Context: an optimization exercise on an open-source flow, tuned for small area, a short achievable clock period and few clock cycles per item. The choices shown serve that exercise and are no tape-out recipe.
Only simulation tests tie the RTL to the original design; equivalence was not proved.
No activity file was given, so power comes from the tool's default toggle rates.

## config.mk

```make
export PLATFORM = sky130hd
export DESIGN_NAME = fxu
export DESIGN_NICKNAME = fxu
export VERILOG_FILES = /design/flow/design.v
export SDC_FILE = /design/flow/constraint.sdc
export NUM_CORES = 4
export LEC_CHECK = 0
export CAP_MARGIN = 40
export CORE_MARGIN = 2
export CORE_UTILIZATION = 30
export PLACE_DENSITY = 0.45
export SLEW_MARGIN = 40
```

## constraint.sdc

```tcl
create_clock -name core_clock -period 12.0 [get_ports {clk}]
set_input_delay 2.4000 -clock core_clock [delete_from_list [all_inputs] [get_ports {clk}]]
set_output_delay 2.4000 -clock core_clock [all_outputs]
set_load 0.01 [all_outputs]
```

## design.v

```verilog
module fxu (
    input  wire        clk,
    input  wire        rst,           
    input  wire        in_valid,
    output wire        in_ready,
    input  wire [31:0] op_in,
    input  wire [64:0] a_in,
    input  wire [64:0] b_in,
    output reg         out_valid,
    output reg  [7:0]  code_out,      
    output reg  [64:0] r_out,         
    output reg         rs_out,        
    output reg  [6:0]  rw_out         
);
    localparam [7:0] C_OK      = 8'h00;
    localparam [7:0] C_RANGE   = 8'h01;
    localparam [7:0] C_DIVZERO = 8'h02;
    localparam [7:0] C_NEG     = 8'h03;
    localparam [7:0] C_WIDTH   = 8'h04;
    localparam [7:0] C_ILLEGAL = 8'h30;
    localparam [3:0] F_MAKE = 4'd0,  F_TOS = 4'd1,  F_TOU = 4'd2,  F_WIDEN = 4'd3,
                     F_NARROW = 4'd4, F_SHL = 4'd5, F_SHR = 4'd6,  F_ADD = 4'd7,
                     F_SUB = 4'd8,  F_MUL = 4'd9,  F_DIV = 4'd10, F_SQRT = 4'd11;
    localparam [2:0] S_IDLE = 3'd0, S_DEC = 3'd1, S_MUL = 3'd2, S_DIV = 3'd3,
                     S_SQRT = 3'd4, S_FIN = 3'd5, S_DONE = 3'd6;
    reg [2:0]  state;
    reg [6:0]  count;
    reg [31:0] op_r;
    reg [64:0] a_r;
    reg [64:0] b_r;
    wire [3:0] unit = op_r[31:28];
    wire [3:0] func = op_r[27:24];
    wire       sa   = op_r[23];
    wire [6:0] wa   = op_r[22:16];
    wire       sb   = op_r[15];
    wire [6:0] wb   = op_r[14:8];
    wire [6:0] n    = op_r[6:0];
    function [64:0] mag65(input [64:0] v);
        mag65 = v[64] ? (~v + 65'd1) : v;
    endfunction
    function [64:0] high_mask(input [6:0] w);
        integer i;
        begin
            for (i = 0; i < 65; i = i + 1)
                high_mask[i] = (i >= w);
        end
    endfunction
    function fits(input [64:0] v, input s, input [6:0] w);
        reg [64:0] m;
        begin
            m = mag65(v);
            fits = (s || !v[64]) && ((m & high_mask(w)) == 65'd0);
        end
    endfunction
    wire two_op = (func == F_ADD) || (func == F_SUB) || (func == F_MUL) || (func == F_DIV);
    reg legal;
    always @(*) begin
        legal = (unit == 4'd0) && (func <= F_SQRT) && (wa >= 7'd1) && (wa <= 7'd64);
        if (two_op && (wb < 7'd1 || wb > 7'd64)) legal = 1'b0;
        case (func)
            F_MAKE:   if (op_r[15:0] != 16'd0) legal = 1'b0;
            F_TOS:    if (op_r[15:0] != 16'd0 || sa) legal = 1'b0;
            F_TOU:    if (op_r[15:0] != 16'd0 || !sa) legal = 1'b0;
            F_WIDEN, F_NARROW, F_SHL, F_SHR:
                      if (op_r[15:7] != 9'd0) legal = 1'b0;
            F_ADD, F_SUB, F_MUL:
                      if (op_r[7:0] != 8'd0) legal = 1'b0;
            F_DIV:    if (op_r[7]) legal = 1'b0;
            F_SQRT:   if (op_r[15:7] != 9'd0 || sa) legal = 1'b0;
            default:  legal = 1'b0;
        endcase
    end
    wire a_fits = fits(a_r, sa, wa);
    wire b_fits = fits(b_r, sb, wb);
    wire [6:0] wmax = (wa > wb) ? wa : wb;
    wire [64:0] a_mag = mag65(a_r);
    wire [64:0] b_mag = mag65(b_r);
    wire [64:0] shl_res = a_r << n;
    wire [64:0] shr_mag = a_mag >> n;
    wire [64:0] shr_res = a_r[64] ? (~shr_mag + 65'd1) : shr_mag;
    wire [64:0] add_res = a_r + b_r;
    wire [64:0] sub_res = a_r - b_r;
    reg [63:0] x_r;       
    reg [63:0] y_r;       
    reg [63:0] acc;       
    reg [65:0] rem;       
    reg        res_neg;
    reg        res_s;
    reg [6:0]  res_w;
    wire [63:0] mul_nx  = {acc[62:0], 1'b0} + (y_r[63] ? x_r : 64'd0);
    wire [65:0] div_sh  = {rem[64:0], y_r[63]};
    wire        div_ge  = div_sh >= {2'b00, x_r};
    wire [65:0] sq_sh   = {rem[63:0], y_r[63:62]};
    wire [65:0] sq_try  = {acc[63:0], 2'b01};
    wire        sq_ge   = sq_sh >= sq_try;
    wire [64:0] signed_acc = res_neg ? (~{1'b0, acc} + 65'd1) : {1'b0, acc};
    assign in_ready = (state == S_IDLE);
    task finish(input [7:0] c, input [64:0] r, input s, input [6:0] w);
        begin
            code_out <= c;
            if (c == C_OK) begin
                r_out  <= r;
                rs_out <= s;
                rw_out <= w;
            end else begin
                r_out  <= 65'd0;
                rs_out <= 1'b0;
                rw_out <= 7'd0;
            end
            state <= S_DONE;
        end
    endtask
    always @(posedge clk) begin
        if (rst) begin
            state     <= S_IDLE;
            out_valid <= 1'b0;
        end else begin
            out_valid <= 1'b0;
            case (state)
                S_IDLE: begin
                    if (in_valid) begin
                        op_r  <= op_in;
                        a_r   <= a_in;
                        b_r   <= b_in;
                        state <= S_DEC;
                    end
                end
                S_DEC: begin
                    if (!legal)
                        finish(C_ILLEGAL, 65'd0, 1'b0, 7'd0);
                    else if (func != F_MAKE && !a_fits)
                        finish(C_RANGE, 65'd0, 1'b0, 7'd0);
                    else if (two_op && !b_fits)
                        finish(C_RANGE, 65'd0, 1'b0, 7'd0);
                    else begin
                        case (func)
                            F_MAKE:
                                if (!fits(a_r, sa, wa)) finish(C_RANGE, 65'd0, 1'b0, 7'd0);
                                else finish(C_OK, a_r, sa, wa);
                            F_TOS:
                                finish(C_OK, a_r, 1'b1, wa);
                            F_TOU:
                                if (a_r[64]) finish(C_NEG, 65'd0, 1'b0, 7'd0);
                                else finish(C_OK, a_r, 1'b0, wa);
                            F_WIDEN:
                                if (n < wa || n > 7'd64) finish(C_WIDTH, 65'd0, 1'b0, 7'd0);
                                else finish(C_OK, a_r, sa, n);
                            F_NARROW:
                                if (n < 7'd1 || n > wa) finish(C_WIDTH, 65'd0, 1'b0, 7'd0);
                                else if (!fits(a_r, sa, n)) finish(C_RANGE, 65'd0, 1'b0, 7'd0);
                                else finish(C_OK, a_r, sa, n);
                            F_SHL:
                                if ({1'b0, wa} + {1'b0, n} > 8'd64) finish(C_WIDTH, 65'd0, 1'b0, 7'd0);
                                else finish(C_OK, shl_res, sa, wa + n);
                            F_SHR:
                                if (n >= wa) finish(C_WIDTH, 65'd0, 1'b0, 7'd0);
                                else finish(C_OK, shr_res, sa, wa - n);
                            F_ADD:
                                if (wmax + 7'd1 > 7'd64) finish(C_WIDTH, 65'd0, 1'b0, 7'd0);
                                else finish(C_OK, add_res, sa | sb, wmax + 7'd1);
                            F_SUB:
                                if (!sa && !sb) finish(C_OK, sub_res, 1'b1, wmax);
                                else if (wmax + 7'd1 > 7'd64) finish(C_WIDTH, 65'd0, 1'b0, 7'd0);
                                else finish(C_OK, sub_res, 1'b1, wmax + 7'd1);
                            F_MUL:
                                if ({1'b0, wa} + {1'b0, wb} > 8'd64) finish(C_WIDTH, 65'd0, 1'b0, 7'd0);
                                else begin
                                    x_r     <= a_mag[63:0];
                                    y_r     <= b_mag[63:0];
                                    acc     <= 64'd0;
                                    res_neg <= a_r[64] ^ b_r[64];
                                    res_s   <= sa | sb;
                                    res_w   <= wa + wb;
                                    count   <= 7'd63;
                                    state   <= S_MUL;
                                end
                            F_DIV:
                                if (n < 7'd1 || n > 7'd64) finish(C_WIDTH, 65'd0, 1'b0, 7'd0);
                                else if (b_mag == 65'd0) finish(C_DIVZERO, 65'd0, 1'b0, 7'd0);
                                else begin
                                    x_r     <= b_mag[63:0];
                                    y_r     <= a_mag[63:0];
                                    acc     <= 64'd0;
                                    rem     <= 66'd0;
                                    res_neg <= a_r[64] ^ b_r[64];
                                    res_s   <= sa | sb;
                                    res_w   <= n;
                                    count   <= 7'd63;
                                    state   <= S_DIV;
                                end
                            F_SQRT:
                                if (n < 7'd1 || n > 7'd64) finish(C_WIDTH, 65'd0, 1'b0, 7'd0);
                                else begin
                                    y_r     <= a_mag[63:0];
                                    acc     <= 64'd0;
                                    rem     <= 66'd0;
                                    res_neg <= 1'b0;
                                    res_s   <= 1'b0;
                                    res_w   <= n;
                                    count   <= 7'd31;
                                    state   <= S_SQRT;
                                end
                            default:
                                finish(C_ILLEGAL, 65'd0, 1'b0, 7'd0);
                        endcase
                    end
                end
                S_MUL: begin
                    acc   <= mul_nx;
                    y_r   <= {y_r[62:0], 1'b0};
                    count <= count - 7'd1;
                    if (count == 7'd0) state <= S_FIN;
                end
                S_DIV: begin
                    y_r <= {y_r[62:0], 1'b0};
                    if (div_ge) begin
                        rem <= div_sh - {2'b00, x_r};
                        acc <= {acc[62:0], 1'b1};
                    end else begin
                        rem <= div_sh;
                        acc <= {acc[62:0], 1'b0};
                    end
                    count <= count - 7'd1;
                    if (count == 7'd0) state <= S_FIN;
                end
                S_SQRT: begin
                    y_r <= {y_r[61:0], 2'b00};
                    if (sq_ge) begin
                        rem <= sq_sh - sq_try;
                        acc <= {acc[62:0], 1'b1};
                    end else begin
                        rem <= sq_sh;
                        acc <= {acc[62:0], 1'b0};
                    end
                    count <= count - 7'd1;
                    if (count == 7'd0) state <= S_FIN;
                end
                S_FIN: begin
                    if (({1'b0, acc} & high_mask(res_w)) != 65'd0)
                        finish(C_RANGE, 65'd0, 1'b0, 7'd0);
                    else
                        finish(C_OK, signed_acc, res_s, res_w);
                end
                S_DONE: begin
                    out_valid <= 1'b1;
                    state     <= S_IDLE;
                end
                default: state <= S_IDLE;
            endcase
        end
    end
endmodule
```

## run.sh

```bash
#!/bin/bash
# synth_recipe.tcl (not shown) runs the flow's synth.tcl, then flattens the netlist and writes it again
# the make line also repeats each setting of config.mk as NAME=value (left out here)
make -C /OpenROAD-flow-scripts/flow DESIGN_CONFIG=/design/flow/config.mk WORK_HOME=/design/flow/orfs CLKGATE_MAP_FILE= SYNTH_SCRIPT=/design/flow/synth_recipe.tcl finish
```

==> notes.md <==
-- per-layer routing --
layer / share of wire / global-route usage / vias to the layer above / routed length, um
met5: 0.0012 / 0.00769 / - / 622
met1: 0.39 / 0.557 / 38800 / 197000
met2: 0.40 / 0.624 / 5403 / 201000
met4: 0.088 / 0.318 / 60 / 44500
li1: - / - / 32300 / -
met3: 0.12 / 0.157 / 1343 / 60400
-- worst paths after layout --
check | startpoint | endpoint | slack (ns) | depth (start not counted)
worst max register to register | a_r[20] | r_out[52] | 2.95 | 16
worst min register to register | y_r[0] | y_r[1] | 0.56 | 2
worst max-delay path | a_r[20] | r_out[52] | 2.95 | 16
worst min-delay path | y_r[0] | y_r[1] | 0.56 | 2
-- layout make-up --
class,count,area share
multi-input combinational,6963,0.619
sequential,516,0.205
timing repair buffer,651,0.0763
tap,2838,0.0472
clock buffer,86,0.0249
inverter,356,0.0178
clock inverter,47,0.00836
antenna,31,0.00103
-- state kept, by name, summed over array words and instances, names as in the netlist, 3 cells and up --
name      cells
a_r          65
b_r          65
r_out        65
rem          65
acc          64
x_r          64
y_r          64
op_r         32
count         7
res_w         7
rw_out        7
code_out      4
state         3
-- cells in the final DEF (no fill, tap or decap), types with 107 or more instances in the layout --
| master | n |
|---|---|
| a22oi_1 | 107 |
| nand4_1 | 132 |
| nand3_1 | 209 |
| inv_1 | 345 |
| ha_1 | 356 |
| edfxtp_1 | 512 |
| a21oi_1 | 748 |
| a21o_1 | 168 |
| nor2_1 | 823 |
| mux2i_1 | 206 |
| nor3_1 | 200 |
| buf_4 | 375 |
| nand2_1 | 728 |
| o22ai_1 | 151 |
| clkdlybuf4s50_1 | 244 |
| xnor2_1 | 287 |
| xor2_1 | 108 |
| o21ai_0 | 614 |
-- tightest hold or removal path, delay by kind of cell, from the launching register on --
family	cells	cell delay (ns)
DFF	1	0.34
AOI/OAI and AO/OA	1	0.06
and+or+nand+nor	1	0.05
-- power groups by stage --
stage | Sequential (mW) | Clock, mW | Combinational, mW
finish | 3.04 | 2.40 | 9.86
global route | 3.04 | 2.49 | 10.1
CTS | 3.02 | 2.44 | 9.33
detailed placement | 3.05 | 0 | 9.29
global placement | 3.06 | 0 | 9.20
floorplan | 2.80 | 0 | 5.12
-- cell families (layout without fill, tap and decap cells) --
family | count (synthesis) | after routing | synth area share
other | 1 | 34 | 0.0000582
adder cells (fa/ha/maj) | 365 | 365 | 0.0716
AND/OR/NAND/NOR | 2826 | 2826 | 0.211
multiplexers | 264 | 264 | 0.0448
buffers and inverters | 954 | 1140 | 0.0568
AO/OA/AOI/OAI | 3058 | 3058 | 0.314
XOR/XNOR | 447 | 447 | 0.0611
flip-flops | 516 | 516 | 0.240
-- per-stage QoR --
stage / hold WS (ns) / setup slack [ns] / cells / utilization
2_1_floorplan: 0.496 / 1.59 / 8433 / -
3_3_place_gp: 0.542 / 2.82 / 11300 / 0.334
3_5_place_dp: 0.547 / 3.53 / 11300 / 0.339
4_1_cts: 0.552 / 3.52 / 11400 / 0.350
5_1_grt: 0.598 / 3.11 / 11500 / 0.352
6_report: 0.558 / 2.95 / 11500 / 0.352
==> results by group <==
Clocking
  • Clock root cell: clkbuf_16
  • CTS sink cnt: 516
  • CTS tree: done
  • Postcts setup bufs: 0
  • CTS Buf Count: 73
  • Hold-fix buffers, CTS: 0
  • Skew-Pair Late Insertion Delay: just under 0.8 ns
  • # H-tree levels: 3
  • Max clock buf depth: 3
  • Post-CTS sizing: 0
  • Clk slew on worst S/H paths: 0.07 ns

Run
  • Max cap viols: 0

Pwr
  • Sw frac: 0.558
  • Clock share of power: 0.157
  • Peak supply drop: approximately 0.13 mV
  • Power share of the combinational group: 0.644
  • Static leakage: 28.2 nW
  • Pwr Total: ~15 mW
  • NetSw: about 8.5 mW
  • Reg power frac: 0.198
  • Internal power: approximately 6.8 mW
  • Pwr Density: 203 nW/um^2

Route
  • Vias/cell: ~6.8
  • Initial drt markers: roughly 11000
  • Antenna-violating nets left: 0
  • Detailed Route WL: 504 mm
  • # DRC: 0
  • Average wire per standard cell: between 40 and 50 um
  • Via count: 78000
  • First drt pass iteration count: 6

Final layout
  • Share of layout cells above drive strength 1: 0.107
  • Reg area: between 15000 and 20000 sq um
  • Final Cell Area: 75300 sq um
  • # fillers: between 20000 and 25000
  • Layout area overhead: 16.9%
  • Multi-input logic area: between 40000 and 50000 sq um
  • Nets: about 9000

Yosys
  • Synth top cells by count: 842 x nor2_1, 764 x a21oi_1, 736 x nand2_1
  • Post-synthesis sequential area ratio: 0.240
  • Synth top area share: 0.239
  • Synth Flop Type: edfxtp_1
  • Most frequent cell after synthesis: nor2_1
  • Netlist cell types: roughly 120
  • Ys Warns: 1
  • #FFs+latches synth: between 500 and 600
  • Synth area leader: edfxtp_1
  • Syn Std Cell Area: 64400 sq um
  • Post-synth EDFFs: a little over 500
  • Async set-or-reset flop fraction in the synthesized netlist: 0
  • Synth area leaders: edfxtp_1 24%, ha_1 6.9%, a21oi_1 5.9%, o21ai_0 5.0%, nor2_1 4.9%
  • Mapped Avg Cell Area: approximately 7.6 sq um
  • Cells after Synth: between 8000 and 9000

Critical path
  • Buf/Inv on CP: 0
  • Crit Path Max Fanout: 22
  • CP delay by family, top: simple AND/OR/NAND/NOR gates
  • Critical Path RT: approximately 12 ns
  • CP max-delay cell: a211oi_2
  • CP arrival: about 9.5 ns
  • CP peak stage delay: approximately 0.79 ns
  • Setup CP Type: flop to flop
  • Critical path, cell by cell: or4_1 -> nor4_2 -> nand3_2 -> nor2_1 -> nor3_1 -> a311oi_2 -> a221oi_1 -> a211oi_2 -> and2_1 -> o2111ai_1 -> or4b_4 -> nor3_4 -> nand2_2 -> nor3b_2 -> a41oi_1 -> a32oi_1
  • Startpoint class of the critical path: flop
  • CP endpoint kind: flop

Placed design
  • IO Port Bufs: 244
  • Gpl congestion: about 1.1
  • Post-DP Area: 72500 sq um
  • Post-DP HPWL: roughly 410 mm

STA
  • Slew HR: 0.257
  • Worst-Margin Slew: about 1.1 ns
  • Post-route minimum period: roughly 9 ns
  • Fin. Hold Viols: 0
  • Period Utilization, post-route: 0.754
  • Setup TNS: 0 ns
  • RSZ-0062 raised after global routing: no
  • Clock Skews: between 0.06 and 0.07 ns
  • FMAX: roughly 110 MHz
  • Final Setup Violations: 0
  • Max-slew violation count: 0

Die
  • Ports: 248
  • Row cnt: 170
  • Die ar.: about 220000 sq um
  • Core Area: 214000 sq um
  • Die width: 467 um
  • Starting Density: 0.301
  • Chip height: 467 um

GRT
  • GRT Total Usage: 0.444
  • Vias in the first global route: a little over 70000
  • Initial antenna violation count: 71
  • Largest net degree at the start of global routing: 120
  • GRT overflow: 0
  • First-pass GRT wire length: 661 mm

Min path
  • Hold crit path type: flop to flop

Run status
  • Status: complete, no violations
Testbench counts, summed over its fixed seeds: cycles 91,275, items 4,800.

[separate check: timing with driven ports]
In the flow no input, the clock included, has a driving cell. The finished layout below was timed again as built, in two steps. Step 1 assumes that a clkbuf_16 drives the clock port and a buf_2 every other input. Step 2 moves the port delays by t, midway between the first and last clock arrival at a register: inputs arrive t later, outputs are due t later. That takes back most of the time a late clock gives input paths. a / b / c = ideal ports / drivers / drivers and shift; a / b = the first two.
t, ns: 0.846
setup WS [ns]: 2.949 / 2.949 / 2.949
worst setup path at the end: register to register
slew at the worst register clock pin (ns): 0.08 / 0.08
After both steps this run still meets setup and hold. The setup slack of this run moves by 0.000 ns with the drivers and by 0.000 ns with both steps.
